Context: an optimization exercise on an open-source flow, tuned for small area. The choices shown serve that exercise and are no tape-out recipe.
RTL that was checked went through simulation tests only; none was proved equivalent to the original.

## old
==> flow/design.v <==
module aqa32_core (
    input  wire        clk,
    input  wire        rst,           
    output wire        mem_req,
    output wire        mem_we,
    output wire [7:0]  mem_addr,
    output wire [31:0] mem_wdata,
    input  wire        mem_ready,
    input  wire [31:0] mem_rdata,
    output wire        out_valid,
    output wire        out_chr,       
    output wire [31:0] out_value,
    input  wire        inp_avail,
    output wire        inp_take,
    output wire        halted,
    output wire        fault,
    output wire [2:0]  fault_code,
    output wire [31:0] fault_pc
);
    localparam [4:0] OP_LDR = 5'd0,  OP_STR = 5'd1,  OP_ADD = 5'd2,  OP_SUB = 5'd3,
                     OP_MOV = 5'd4,  OP_CMP = 5'd5,  OP_B   = 5'd6,  OP_BEQ = 5'd7,
                     OP_BNE = 5'd8,  OP_BGT = 5'd9,  OP_BLT = 5'd10, OP_AND = 5'd11,
                     OP_ORR = 5'd12, OP_EOR = 5'd13, OP_MVN = 5'd14, OP_LSL = 5'd15,
                     OP_LSR = 5'd16, OP_HALT = 5'd17, OP_INP = 5'd18, OP_OUT = 5'd19;
    localparam [3:0] S_INIT  = 4'd0,    
                     S_FETCH = 4'd1,
                     S_DEC   = 4'd2,
                     S_OP    = 4'd3,    
                     S_MEM   = 4'd4,
                     S_LDD   = 4'd5,
                     S_WB    = 4'd6,    
                     S_OUTV  = 4'd7,
                     S_INP   = 4'd8,
                     S_INC   = 4'd9,    
                     S_ROT   = 4'd10,   
                     S_SHO   = 4'd11,   
                     S_FCAP  = 4'd12,   
                     S_FAULT = 4'd13,
                     S_HALT  = 4'd14,
                     S_FA    = 4'd15;   
    reg  [3:0]  st;
    reg         run;      
    reg  [4:0]  cnt;
    reg  [31:0] W;
    reg  [31:0] Y;
    reg  [7:0]  A8;
    reg  [7:0]  P;        
    reg         p8;       
    reg         pcc;      
    reg         alc;      
    reg         acc;      
    reg         gt;       
    reg         cz;       
    reg         cn;       
    reg         ff;       
    wire [4:0]  opcode = W[31:27];
    wire [3:0]  rn     = W[26:23];
    wire [3:0]  rd     = W[22:19];
    wire [2:0]  mode   = W[18:16];
    wire [15:0] o2     = W[15:0];
    wire is_ldr  = opcode == OP_LDR;
    wire is_str  = opcode == OP_STR;
    wire is_cmp  = opcode == OP_CMP;
    wire is_lsl  = opcode == OP_LSL;
    wire is_lsr  = opcode == OP_LSR;
    wire is_out  = opcode == OP_OUT;
    wire is_br   = (opcode >= OP_B) && (opcode <= OP_BLT);
    wire is_shift = is_lsl || is_lsr;
    wire alu_wr  = (opcode == OP_ADD) || (opcode == OP_SUB) || (opcode == OP_MOV) ||
                   (opcode == OP_AND) || (opcode == OP_ORR) || (opcode == OP_EOR) ||
                   (opcode == OP_MVN);
    wire uses_rn = (opcode == OP_ADD) || (opcode == OP_SUB) || (opcode == OP_AND) ||
                   (opcode == OP_ORR) || (opcode == OP_EOR) || (opcode == OP_LSL) ||
                   (opcode == OP_LSR) || (opcode == OP_CMP) || (opcode == OP_OUT);
    wire uses_rd = alu_wr || is_ldr || is_str || is_shift;
    wire f_op   = opcode >= 5'd20;
    wire f_mode = mode >= 3'd2;
    wire f_rng  = ((mode == 3'd0) && (o2 >= 16'd14)) ||
                  (uses_rn && (rn >= 4'd14)) || (uses_rd && (rd >= 4'd14));
    wire sfault = f_op || f_mode || f_rng;
    wire [2:0] scode = f_op ? 3'd3 : f_mode ? 3'd4 : 3'd2;
    wire c0    = cnt == 5'd0;
    wire c31   = cnt == 5'd31;
    wire pc_lo = cnt < 5'd9;
    wire a8_lo = cnt < 5'd8;
    wire hi8   = cnt >= 5'd8;
    function is_pass(input [3:0] x);
        is_pass = (x == S_INIT) || (x == S_OP) || (x == S_WB) || (x == S_INC) ||
                  (x == S_ROT) || (x == S_SHO) || (x == S_FCAP);
    endfunction
    wire cc  = c0 ? (st != S_FCAP) : pcc;
    wire pcs = pc_lo && ((cnt[3] ? p8 : P[0]) ^ cc);
    wire [12:0] rb;
    genvar k;
    generate
        for (k = 0; k < 13; k = k + 1) begin : R
            reg [31:0] q;
            assign rb[k] = q[0];
        end
    endgenerate
    function rsel(input [3:0] idx, input [12:0] bits, input pcb);
        if (idx == 4'd13) rsel = pcb;
        else if (idx < 4'd13) rsel = bits[idx];
        else rsel = 1'b0;
    endfunction
    wire [3:0] sel_a = is_str ? rd : rn;
    wire a    = rsel(sel_a, rb, pcs);
    wire breg = rsel(o2[3:0], rb, pcs);
    wire wm   = W[cnt];
    wire imm  = wm && !cnt[4];
    wire op2  = mode[0] ? imm : breg;
    wire sub = (opcode == OP_SUB) || is_cmp;
    wire bb  = op2 ^ sub;
    wire ac  = c0 ? sub : alc;
    wire sum = a ^ bb ^ ac;
    wire co  = (a & bb) | (a & ac) | (bb & ac);
    reg  y;
    always @(*) begin
        case (opcode)
            OP_ADD, OP_SUB: y = sum;
            OP_AND:         y = a & op2;
            OP_ORR:         y = a | op2;
            OP_EOR:         y = a ^ op2;
            OP_MVN:         y = ~op2;
            default:        y = op2;
        endcase
    end
    reg taken;
    always @(*) begin
        case (opcode)
            OP_B:    taken = 1'b1;
            OP_BEQ:  taken = !cz;
            OP_BNE:  taken = cz;
            OP_BGT:  taken = cz && !cn;
            OP_BLT:  taken = cn;
            default: taken = 1'b0;
        endcase
    end
    wire [4:0] s   = A8[4:0];
    wire big       = acc || (A8[7:5] != 3'd0);
    wire lt        = cnt < s;
    wire shout     = Y[0] && !(is_lsl && lt);
    reg wbit;
    always @(*) begin
        case (st)
            S_OP:    wbit = y;
            S_WB:    wbit = wm;
            S_SHO:   wbit = shout;
            default: wbit = 1'b0;
        endcase
    end
    wire ok    = !sfault;
    wire [3:0] wsel = (st == S_WB) ? A8[3:0] : rd;
    wire wrd   = run && (((st == S_OP) && alu_wr && ok) || (st == S_SHO) || (st == S_WB));
    wire fin   = (st == S_INIT) || (st == S_WB) || (st == S_INC) || (st == S_SHO) ||
                 ((st == S_OP) && (alu_wr || is_cmp || is_br) && ok);
    wire pwr   = (st == S_INIT) || (wrd && (wsel == 4'd13)) ||
                 ((st == S_OP) && is_br && taken && ok);
    wire pin   = pwr ? wbit : fin ? (P[0] ^ cc) : P[0];
    generate
        for (k = 0; k < 13; k = k + 1) begin : RW
            wire we = (run && (st == S_INIT)) || (wrd && (wsel == k));
            always @(posedge clk)
                R[k].q <= {we ? wbit : R[k].q[0], R[k].q[31:1]};
        end
    endgenerate
    wire acc_f   = acc || op2;
    wire dev_bad = acc || (A8[7:2] != 6'd0) || !(A8[0] ^ A8[1]);
    wire kbit    = !cnt[4] || (cnt == 5'd20);    
    wire op_flt  = sfault || ((is_ldr || is_str) && acc_f) ||
                   (is_out && (acc_f || dev_bad || (A8[1] && (a || gt))));
    reg [3:0] nst;
    always @(*) begin
        nst = st;
        case (st)
            S_FETCH: begin
                if (acc) nst = S_FAULT;
                else if (p8) nst = S_FCAP;
                else if (mem_ready) nst = S_DEC;
            end
            S_DEC:   nst = S_OP;
            S_MEM:   if (mem_ready) nst = is_str ? S_INC : S_LDD;
            S_LDD:   nst = S_WB;
            S_OUTV:  nst = S_INC;
            S_INP:   if (inp_avail) nst = S_INC;
            S_FA:    if (cnt == 5'd7) nst = S_FETCH;
            S_FAULT, S_HALT: ;
            default: if (run && c31) begin
                case (st)
                    S_OP: begin
                        if (op_flt) nst = S_FCAP;
                        else if (is_ldr || is_str) nst = S_MEM;
                        else if (is_out) nst = S_OUTV;
                        else if (is_shift) nst = S_ROT;
                        else if (opcode == OP_HALT) nst = S_HALT;
                        else if (opcode == OP_INP) nst = S_INP;
                        else nst = S_FA;
                    end
                    S_ROT:   nst = S_SHO;
                    S_FCAP:  nst = S_FAULT;
                    default: nst = S_FA;       
                endcase
            end
        endcase
    end
    always @(posedge clk) begin
        if (rst) begin
            st  <= S_INIT;
            cnt <= 5'd0;
            run <= 1'b1;
        end else begin
            st  <= nst;
            cnt <= cnt + 5'd1;
            if (c31) run <= is_pass(nst);
        end
    end
    always @(posedge clk) begin
        if (st == S_FETCH) ff <= 1'b1;
        else if (st == S_DEC) ff <= 1'b0;
        if ((st == S_DEC) || (st == S_LDD)) W <= mem_rdata;
        pcc <= cc & P[0];
        P <= {(run && a8_lo) ? pin : P[0], P[7:1]};
        if (run && (cnt == 5'd8) && (pwr || fin)) p8 <= pwr ? wbit : cc;
        if (run && (st == S_OP) && a8_lo) A8 <= {op2, A8[7:1]};
        else if (st == S_FA) A8 <= {P[0], A8[7:1]};
        else if ((st == S_MEM) && mem_ready) A8[3:0] <= rd;
        if (run) begin
            if (st == S_OP) Y <= {pwr ? wbit : a, Y[31:1]};
            else if (st == S_FCAP) Y <= {pcs, Y[31:1]};
            else if (st == S_ROT) begin
                if (big || (lt ^ is_lsl)) Y <= {(is_lsr || big) ? 1'b0 : Y[0], Y[31:1]};
            end else Y <= {wbit, Y[31:1]};
        end
        if (run && ((st == S_OP) || fin))
            acc <= c0 ? 1'b0 : (acc || (hi8 && (fin ? (pwr && wbit) : op2)));
        alc <= co;
        if (run && (st == S_OP)) gt <= kbit ? (a && gt && !c0) : (a || gt);
        if (run && (st == S_INIT)) begin
            cz <= 1'b0;
            cn <= 1'b0;
        end else if (run && (st == S_OP) && is_cmp && ok) begin
            cz <= (cz && !c0) || sum;
            if (c31) cn <= !co;
        end
    end
    assign mem_req   = (st == S_FETCH) || (st == S_MEM);
    assign mem_we    = (st == S_MEM) && is_str;
    assign mem_addr  = A8;
    assign mem_wdata = Y;
    assign out_valid = st == S_OUTV;
    assign out_chr   = A8[1];
    assign out_value = Y;
    assign inp_take  = (st == S_INP) && inp_avail;
    assign halted    = st == S_HALT;
    assign fault     = st == S_FAULT;
    assign fault_code = ff ? 3'd2 : sfault ? scode : !is_out ? 3'd2 : dev_bad ? 3'd5 : 3'd6;
    assign fault_pc  = Y;
endmodule
==> flow/config.mk <==
export PLATFORM = sky130hd
export DESIGN_NAME = aqa32_core
export DESIGN_NICKNAME = aqa32_core
export VERILOG_FILES = /design/flow/design.v
export SDC_FILE = /design/flow/constraint.sdc
export NUM_CORES = 4
export LEC_CHECK = 0
export ABC_AREA = 1
export CAP_MARGIN = 20
export CORE_MARGIN = 2
export CORE_UTILIZATION = 65
export PLACE_DENSITY = 0.75
export SLEW_MARGIN = 20
==> flow/constraint.sdc <==
create_clock -name core_clock -period 12.0 [get_ports {clk}]
set_input_delay 2.4000 -clock core_clock [delete_from_list [all_inputs] [get_ports {clk}]]
set_output_delay 2.4000 -clock core_clock [all_outputs]
set_load 0.01 [all_outputs]
standard.sh (not shown) runs the stock make flow with config.mk's settings and CLKGATE_MAP_FILE= SYNTH_SCRIPT=/design/flow/synth_recipe.tcl, a recipe that flattens the netlist after the stock synthesis.
==> flow/flow/run.sh <==
#!/bin/bash
# The standard ORFS layout with three changes:
#  - synthesis maps the logic with a stronger ABC area script (three rounds of
#    strash; dch; map -a) instead of ORFS's abc_area.script; everything else in
#    synthesis (registers included) is the standard synthesis;
#  - port buffers use the smallest buffer cell (buf_1);
#  - clock tree synthesis uses clkbuf_4 in small clusters, without dummy loads.
set -euo pipefail
work=$PWD
rm -rf "$work/scripts_area"
cp -r "$FLOW_HOME/scripts" "$work/scripts_area"
cp "$work/flow/abc_area.script" "$work/scripts_area/abc_area.script"
bash standard.sh "SCRIPTS_DIR=$work/scripts_area" synth > synth.log 2>&1
bash standard.sh \
  "BUFFER_PORTS_ARGS=-buffer_cell sky130_fd_sc_hd__buf_1" \
  "CTS_ARGS=-sink_clustering_enable -repair_clock_nets -buf_list sky130_fd_sc_hd__clkbuf_4 -sink_clustering_size 12 -sink_clustering_max_diameter 40 -dont_use_dummy_load" \
  finish > standard.log 2>&1
==> flow/flow/abc_area.script <==
strash
dch
map -a
strash
dch
map -a
strash
dch
map -a
topo
Setup changes, old to new
diff --git a/flow/design.v b/flow/design.v
--- a/flow/design.v
+++ b/flow/design.v
@@ -47,11 +47,10 @@
     reg  [7:0]  P;        
     reg         p8;       
     reg         pcc;      
     reg         alc;      
     reg         acc;      
-    reg         gt;       
     reg         cz;       
     reg         cn;       
     reg         ff;       
     wire [4:0]  opcode = W[31:27];
     wire [3:0]  rn     = W[26:23];
@@ -107,12 +106,13 @@
     wire a    = rsel(sel_a, rb, pcs);
     wire breg = rsel(o2[3:0], rb, pcs);
     wire wm   = W[cnt];
     wire imm  = wm && !cnt[4];
     wire op2  = mode[0] ? imm : breg;
+    wire kbit = !cnt[4] || (cnt == 5'd20);    
     wire sub = (opcode == OP_SUB) || is_cmp;
-    wire bb  = op2 ^ sub;
+    wire bb  = is_out ? !kbit : (op2 ^ sub);
     wire ac  = c0 ? sub : alc;
     wire sum = a ^ bb ^ ac;
     wire co  = (a & bb) | (a & ac) | (bb & ac);
     reg  y;
     always @(*) begin
@@ -164,13 +164,12 @@
                 R[k].q <= {we ? wbit : R[k].q[0], R[k].q[31:1]};
         end
     endgenerate
     wire acc_f   = acc || op2;
     wire dev_bad = acc || (A8[7:2] != 6'd0) || !(A8[0] ^ A8[1]);
-    wire kbit    = !cnt[4] || (cnt == 5'd20);    
     wire op_flt  = sfault || ((is_ldr || is_str) && acc_f) ||
-                   (is_out && (acc_f || dev_bad || (A8[1] && (a || gt))));
+                   (is_out && (acc_f || dev_bad || (A8[1] && co)));
     reg [3:0] nst;
     always @(*) begin
         nst = st;
         case (st)
             S_FETCH: begin
@@ -232,11 +231,10 @@
             end else Y <= {wbit, Y[31:1]};
         end
         if (run && ((st == S_OP) || fin))
             acc <= c0 ? 1'b0 : (acc || (hi8 && (fin ? (pwr && wbit) : op2)));
         alc <= co;
-        if (run && (st == S_OP)) gt <= kbit ? (a && gt && !c0) : (a || gt);
         if (run && (st == S_INIT)) begin
             cz <= 1'b0;
             cn <= 1'b0;
         end else if (run && (st == S_OP) && is_cmp && ok) begin
             cz <= (cz && !c0) || sum;
--- outcome ---
- As far as post-route standard cell area excluding fillers is concerned, new and old perform about the same.
- Going from old to new, total nets after synthesis went down by 4, maximum fanout along the worst path went up by 15, worst setup slack went up by 150 ps, core utilization was more or less identical, count of cells along the worst hold path was more or less identical.
- new went all the way through synthesis, placement and routing and the layout is clean on timing, DRC and antenna.
- No stage failed in old, and the final checks on the layout all came back clean.
- new -> old: sequential share of layout area flat
The RTL of new was laid out without a check of its function.

[re-timing with driven ports]
Ports are ideal in the flow. The routed layouts listed here were re-timed in OpenROAD.
Step 1 (the two cells are an assumption about what drives the block):
set clk [get_ports {clk}]
set_driving_cell -lib_cell sky130_fd_sc_hd__clkbuf_16 $clk
set_driving_cell -lib_cell sky130_fd_sc_hd__buf_2 [delete_from_list [all_inputs] $clk]
Step 2 moves the port delays by t, midway between the first and last clock arrival at a register: inputs arrive t later, outputs are due t later. That takes back most of the time a late clock gives input paths.
a / b / c = ideal / step 1 / step 2; a / b = the first two.
run	t (ns)	setup slack, ns	worst setup path at the end	worst slew at a driven data input, ns
old	0.685	5.949 / 5.909 / 6.339	register to register	0.04
new	0.676	6.102 / 6.102 / 6.102	register to register	0.04
After both steps every run listed still meets setup and hold.
